From an optimization exercise on the open Yosys and OpenROAD flow, aimed at small area, a short achievable clock period and few clock cycles; shortcuts taken in it are not production practice. Only simulation tests tie the RTL to the original design; equivalence was not proved. No activity file was given, so power comes from the tool's default toggle rates.

$ cat flow/design.v
module crcarc (
    input  wire        clk,
    input  wire        rst,         
    input  wire        cmd_valid,
    output wire        cmd_ready,
    input  wire [11:0] cmd,
    output reg         rsp_valid,
    output reg  [31:0] rsp
);
    localparam [3:0] OP_NOP       = 4'h0;
    localparam [3:0] OP_CRC_CLR   = 4'h1;
    localparam [3:0] OP_CRC_BYTE  = 4'h2;
    localparam [3:0] OP_DEC_START = 4'h3;
    localparam [3:0] OP_DEC_CHAR  = 4'h4;
    localparam [3:0] OP_HEX_START = 4'h5;
    localparam [3:0] OP_HEX_CHAR  = 4'h6;
    localparam [3:0] OP_HEX_CHECK = 4'h7;
    localparam [3:0] OP_RD        = 4'h8;
    localparam [1:0] ST_IDLE = 2'd0;
    localparam [1:0] ST_RUN  = 2'd1;
    localparam [1:0] ST_DONE = 2'd2;
    localparam [1:0] ST_ERR  = 2'd3;
    localparam [3:0] E_NONE  = 4'd0;
    localparam [3:0] E_DIGIT = 4'd1;
    localparam [3:0] E_POINT = 4'd2;
    localparam [3:0] E_HEX   = 4'd3;
    localparam [3:0] E_LEN   = 4'd4;
    localparam [3:0] E_CFG   = 4'd5;
    localparam [3:0] E_SEQ   = 4'd6;
    reg [15:0] crc;
    reg [31:0] acc;
    reg [3:0]  digits;
    reg [3:0]  decimals;
    reg [3:0]  dpos;
    reg [1:0]  dstate;
    reg [3:0]  derrc;
    reg [15:0] hexv;
    reg [2:0]  hcnt;
    reg [1:0]  hstate;
    reg [3:0]  herrc;
    reg [15:0] calc;
    reg        match;
    reg        ill;
    assign cmd_ready = 1'b1;
    wire       fire = cmd_valid & cmd_ready;
    wire [3:0] op   = cmd[11:8];
    wire [7:0] arg  = cmd[7:0];
    reg [15:0] crc_next_byte;
    integer    i;
    always @(*) begin
        crc_next_byte = crc ^ {8'h00, arg};
        for (i = 0; i < 8; i = i + 1) begin
            if (crc_next_byte[0])
                crc_next_byte = (crc_next_byte >> 1) ^ 16'hA001;
            else
                crc_next_byte = crc_next_byte >> 1;
        end
    end
    wire       arg_is_digit = (arg >= 8'h30) && (arg <= 8'h39);
    wire       arg_is_point = (arg == 8'h2E);
    wire [4:0] cfg_sum      = {1'b0, arg[7:4]} + {1'b0, arg[3:0]};
    wire       cfg_legal    = (arg[7:4] != 4'd0) && (cfg_sum <= 5'd9);
    wire [4:0] dec_len      = (decimals == 4'd0) ? {1'b0, digits}
                                                 : {1'b0, digits} + {1'b0, decimals} + 5'd1;
    wire       at_point     = (decimals != 4'd0) && (dpos == digits);
    wire       dec_last     = ({1'b0, dpos} + 5'd1) == dec_len;
    wire [31:0] acc_next    = acc * 32'd10 + {28'd0, arg[3:0]};
    wire       arg_is_upper = (arg >= 8'h41) && (arg <= 8'h46);
    wire       arg_is_lower = (arg >= 8'h61) && (arg <= 8'h66);
    wire       arg_is_hex   = arg_is_digit || arg_is_upper || arg_is_lower;
    wire [3:0] hex_val      = arg_is_digit ? arg[3:0] : (arg[3:0] + 4'd9);
    wire [31:0] status = {decimals, digits, 1'b0, hcnt, dpos, herrc, derrc,
                          2'b00, ill, match, hstate, dstate};
    reg  [31:0] rd_value;
    always @(*) begin
        case (arg)
            8'h00:   rd_value = {16'd0, crc};
            8'h01:   rd_value = acc;
            8'h02:   rd_value = {16'd0, hexv};
            8'h03:   rd_value = {16'd0, calc};
            8'h04:   rd_value = status;
            default: rd_value = 32'd0;
        endcase
    end
    always @(posedge clk) begin
        if (rst) begin
            crc       <= 16'd0;
            acc       <= 32'd0;
            digits    <= 4'd0;
            decimals  <= 4'd0;
            dpos      <= 4'd0;
            dstate    <= ST_IDLE;
            derrc     <= E_NONE;
            hexv      <= 16'd0;
            hcnt      <= 3'd0;
            hstate    <= ST_IDLE;
            herrc     <= E_NONE;
            calc      <= 16'd0;
            match     <= 1'b0;
            ill       <= 1'b0;
            rsp_valid <= 1'b0;
            rsp       <= 32'd0;
        end else begin
            rsp_valid <= 1'b0;
            if (fire) begin
                case (op)
                    OP_NOP: ;
                    OP_CRC_CLR:  crc <= 16'd0;
                    OP_CRC_BYTE: crc <= crc_next_byte;
                    OP_DEC_START: begin
                        digits   <= arg[7:4];
                        decimals <= arg[3:0];
                        acc      <= 32'd0;
                        dpos     <= 4'd0;
                        if (cfg_legal) begin
                            dstate <= ST_RUN;
                            derrc  <= E_NONE;
                        end else begin
                            dstate <= ST_ERR;
                            derrc  <= E_CFG;
                        end
                    end
                    OP_DEC_CHAR: begin
                        if (dstate == ST_RUN) begin
                            if (at_point) begin
                                if (arg_is_point)
                                    dpos <= dpos + 4'd1;
                                else begin
                                    dstate <= ST_ERR;
                                    derrc  <= E_POINT;
                                end
                            end else if (arg_is_digit) begin
                                acc  <= acc_next;
                                dpos <= dpos + 4'd1;
                                if (dec_last)
                                    dstate <= ST_DONE;
                            end else begin
                                dstate <= ST_ERR;
                                derrc  <= E_DIGIT;
                            end
                        end else if (dstate != ST_ERR) begin
                            dstate <= ST_ERR;
                            derrc  <= E_SEQ;
                        end
                    end
                    OP_HEX_START: begin
                        hexv   <= 16'd0;
                        hcnt   <= 3'd0;
                        calc   <= 16'd0;
                        match  <= 1'b0;
                        hstate <= ST_RUN;
                        herrc  <= E_NONE;
                    end
                    OP_HEX_CHAR: begin
                        if (hstate == ST_RUN) begin
                            if (!arg_is_hex) begin
                                hstate <= ST_ERR;
                                herrc  <= E_HEX;
                            end else if (hcnt == 3'd4) begin
                                hstate <= ST_ERR;
                                herrc  <= E_LEN;
                            end else begin
                                hexv <= {hexv[11:0], hex_val};
                                hcnt <= hcnt + 3'd1;
                            end
                        end else if (hstate != ST_ERR) begin
                            hstate <= ST_ERR;
                            herrc  <= E_SEQ;
                        end
                    end
                    OP_HEX_CHECK: begin
                        if (hstate == ST_RUN) begin
                            if (hcnt == 3'd4) begin
                                calc   <= crc;
                                match  <= (hexv == crc);
                                hstate <= ST_DONE;
                            end else begin
                                hstate <= ST_ERR;
                                herrc  <= E_LEN;
                            end
                        end else if (hstate != ST_ERR) begin
                            hstate <= ST_ERR;
                            herrc  <= E_SEQ;
                        end
                    end
                    OP_RD: begin
                        rsp_valid <= 1'b1;
                        rsp       <= rd_value;
                        if (arg > 8'h04)
                            ill <= 1'b1;
                    end
                    default: ill <= 1'b1;    
                endcase
            end
        end
    end
endmodule
$ cat flow/run.sh
#!/bin/bash
# synth_recipe.tcl (not shown) runs the flow's synth.tcl, then flattens the netlist and writes it again
# the make line also repeats each setting of config.mk as NAME=value (left out here)
make -C /OpenROAD-flow-scripts/flow DESIGN_CONFIG=/design/flow/config.mk WORK_HOME=/design/flow/orfs CLKGATE_MAP_FILE= SYNTH_SCRIPT=/design/flow/synth_recipe.tcl finish
$ cat flow/config.mk
export PLATFORM = sky130hd
export DESIGN_NAME = crcarc
export DESIGN_NICKNAME = crcarc
export VERILOG_FILES = /design/flow/design.v
export SDC_FILE = /design/flow/constraint.sdc
export NUM_CORES = 4
export LEC_CHECK = 0
export CAP_MARGIN = 20
export CORE_MARGIN = 2
export CORE_UTILIZATION = 40
export SLEW_MARGIN = 20
$ cat flow/constraint.sdc
create_clock -name core_clock -period 5.0 [get_ports {clk}]
set_input_delay 1.0000 -clock core_clock [delete_from_list [all_inputs] [get_ports {clk}]]
set_output_delay 1.0000 -clock core_clock [all_outputs]
set_load 0.01 [all_outputs]
==> flow_summary.toml <==
[logic_synthesis]
synth_edf_count = 0
yosys_warnings = 1
avgSynthCellArea_um2 = 8.08
yosysTopAreaCellShare_pct = 30.5
synth_area_leaders = "dfxtp_1 (30%), ha_1 (10%), xnor2_1 (6.8%)"
synth_most_common_cell = "dfxtp_1"
ys_seq_elements = 141
synth_commonest_cells = "dfxtp_1 (141), nor2_1 (130), nand2_1 (107)"
yosysTopAreaCell = "dfxtp_1"
synth_cell_types = 71
synthFlopType = "dfxtp_1"
synthCells = 1145
syn-cell-area_um2 = 9260
syn-num-nets = 1238
ys_seq_area_share_pct = 30.5
async_flop_share_pct = 0

[timing]
maxSlewHeadroom_pct = 48.5
worst_clock_skew_ns = 0.0103
holdWs_ns = 0.451
fin_crit_sh_pct = 87.6
fin_ws_ns = 0.621
slew_violations = 0
tns_ns = 0
rsz0062_at_grt = "false"
setup_viol = 0
worstMarginPinSlew_ns = 0.773
fmax_mhz = 228
period_needed_ns = 4.38
hold_viol_final = 0

[drt]
vias_per_cell = 5.81
vias = 8464
drc = 0
wl_per_cell_um = 17.8
drt_iter0_markers = 739
routed_wl_mm = 25.9
first_pass_iters = 8
antenna_left = 0

[min_path]
hold_depth = 2
hp-class = "reg2reg"

[setup_path]
cp-end-kind = "flop"
crit_path_max_fanout = 5
reg2reg_depth = 13
crit_slowest_cell = "or4b_4"
start_kind = "flop"
critPathRequiredTime_ns = 5.32
arrival_ns = 4.70
path_cells = "ha_1, ha_1, fa_1, nand3_1, nand2_1, xor2_1, nand3_2, or4b_4, or4b_4, or4_4, nor4_2, xnor2_1, a22o_1"
slowest_delay_ns = 0.60
path_class = "reg2reg"

[finish]
finish.utilization_pct = 46.4
fin_cells = 1457
antenna_cells = 0
drive_gt1_share_pct = 6.06
final_area_um2 = 10500
nNetsFinal = 1252
area_growth_pct = 13.8

[placed_design]
dp_slack_ns = 0.477
place_hpwl_mm = 19.5
dp_cells = 1425
place.gp.congestion = 0.852
placed_cell_area_um2 = 9980
port_buffers = 47

[clock_network]
clk_path_buf_depth = 2
ctsResizeCount = 0
cts_num_sinks = 141
postCtsSetupBuffers = 0
tritoncts.num_buffers = 17
htreeDepth = 4
clock_latency_ns = 0.43
clkTransAtPathRegs_ns = 0.06
holdBufCountCts = 0
cts_tree = "done"
cts_root_buf = "clkbuf_16"

[power]
power_mw = 2.53
power_density_nw_per_um2 = 240
p_leak_nw = 4.03
ir_drop_mv = 0.225

[global_routing]
grt.total_usage_pct = 21.7
antenna_found_initial = 0
grt_pass1_wl_mm = 42.2
grt_pass1_vias = 7814
grt_overflow = 0
grt_max_degree = 67

[die]
die_area_um2 = 24400
initial_core_util_pct = 40.8
std_cell_rows = 55
fp.dieH_um = 156
design.core.area_um2 = 22700
io_pins = 49
die_x_um = 156

[run_status]
status = "timing/DRC/antenna clean"

[job]
drv_cap = 0
==> kinds of logic after synthesis <==
group | share of synthesized area (%)
simple gates | 21.4
compound gates | 21.6
flops | 30.5
xor+xnor | 10.2
buf+inv | 3.77
fa+ha+maj | 10.9
mux | 1.64
other cells | 0.0405
==> final timing paths <==
path / endpoint / slack (ns) / start
worst max register to register: acc[31] / 0.62 / acc[1]
worst min register to register: calc[14] / 0.45 / calc[14]
worst min-delay path: calc[14] / 0.45 / calc[14]
worst max-delay path: acc[31] / 0.62 / acc[1]
==> critical path, delay by kind of cell (launching register included) <==
family | cells | cell delay (ns)
fa+ha+maj | 3 | 0.96
compound gates | 1 | 0.19
flops | 1 | 0.44
simple gates | 7 | 2.24
xor+xnor | 2 | 0.44
==> sequential cells by signal (all words and copies together) (netlist names), 4 cells and up <==
signal and flops:
calc 16, acc 32, decimals 4, hexv 16, digits 4, herrc 4
dpos 4, crc 16, rsp 32
==> placed cells by master, fill, tap and decap left out, types with 22 or more instances in the layout <==
master	n
buf_4	22
xnor2_1	72
nor2_1	129
xor2_1	34
clkdlybuf4s50_1	46
ha_1	74
nor3_1	38
nand3_1	52
a22oi_1	23
o21ai_0	27
a211oi_1	23
nand2_1	107
dfxtp_1	141
a21oi_1	103
a221oi_1	29
==> area by class of cell <==
class	count	area [um^2]
clock inverter	12	114
clock buffer	20	447
tap	285	357
multi-input combinational	912	6100
sequential	141	2820
fill	2244	12200
inverter	19	71.3
timing repair buffer	68	626
==> metal layers <==
metal	vias to the layer above	track usage [%]	part of all wire (%)
met5	-	0	0
met1	3971	29.5	47
met4	0	7.82	3.3
met3	52	3.25	5.0
met2	240	35.1	45
li1	4201	-	-
==> power breakdown <==
group          switching (mW)  leakage (nW)  internal, mW  total [mW]
Clock                   0.505         0.263         0.700        1.20
Combinational           0.107          2.63        0.0710       0.178
Sequential             0.0132          1.14          1.14        1.15
Testbench counts, summed over its fixed seeds: cycles 16,186.

[afterwards: timing with drivers on the ports]
The flow's constraints put no driver on any port. The routed layout listed below was extracted and timed again, unchanged, in two steps.
Step 1 sets driving cells, clkbuf_16 on the clock port and buf_2 on the other inputs (assumed; they add their load-dependent delay and slew).
Step 2 adds t to the input delays and takes it off the output delays; t is the mean of the earliest and latest rising clock arrival at the registers after step 1. Input paths then give back, and output paths get back, about the clock's delay inside the block.
Slacks: ideal ports / drivers / drivers and shift; pairs: ideal ports / drivers.
t, ns: 0.466
setup slack, ns: 0.621 / 0.621 / 0.468
worst register clock-pin slew, ns: 0.06 / 0.06
After both steps setup and hold are still met in this run. For this run, drivers alone change the setup slack by 0.000 ns; drivers and shift together by -0.153 ns.
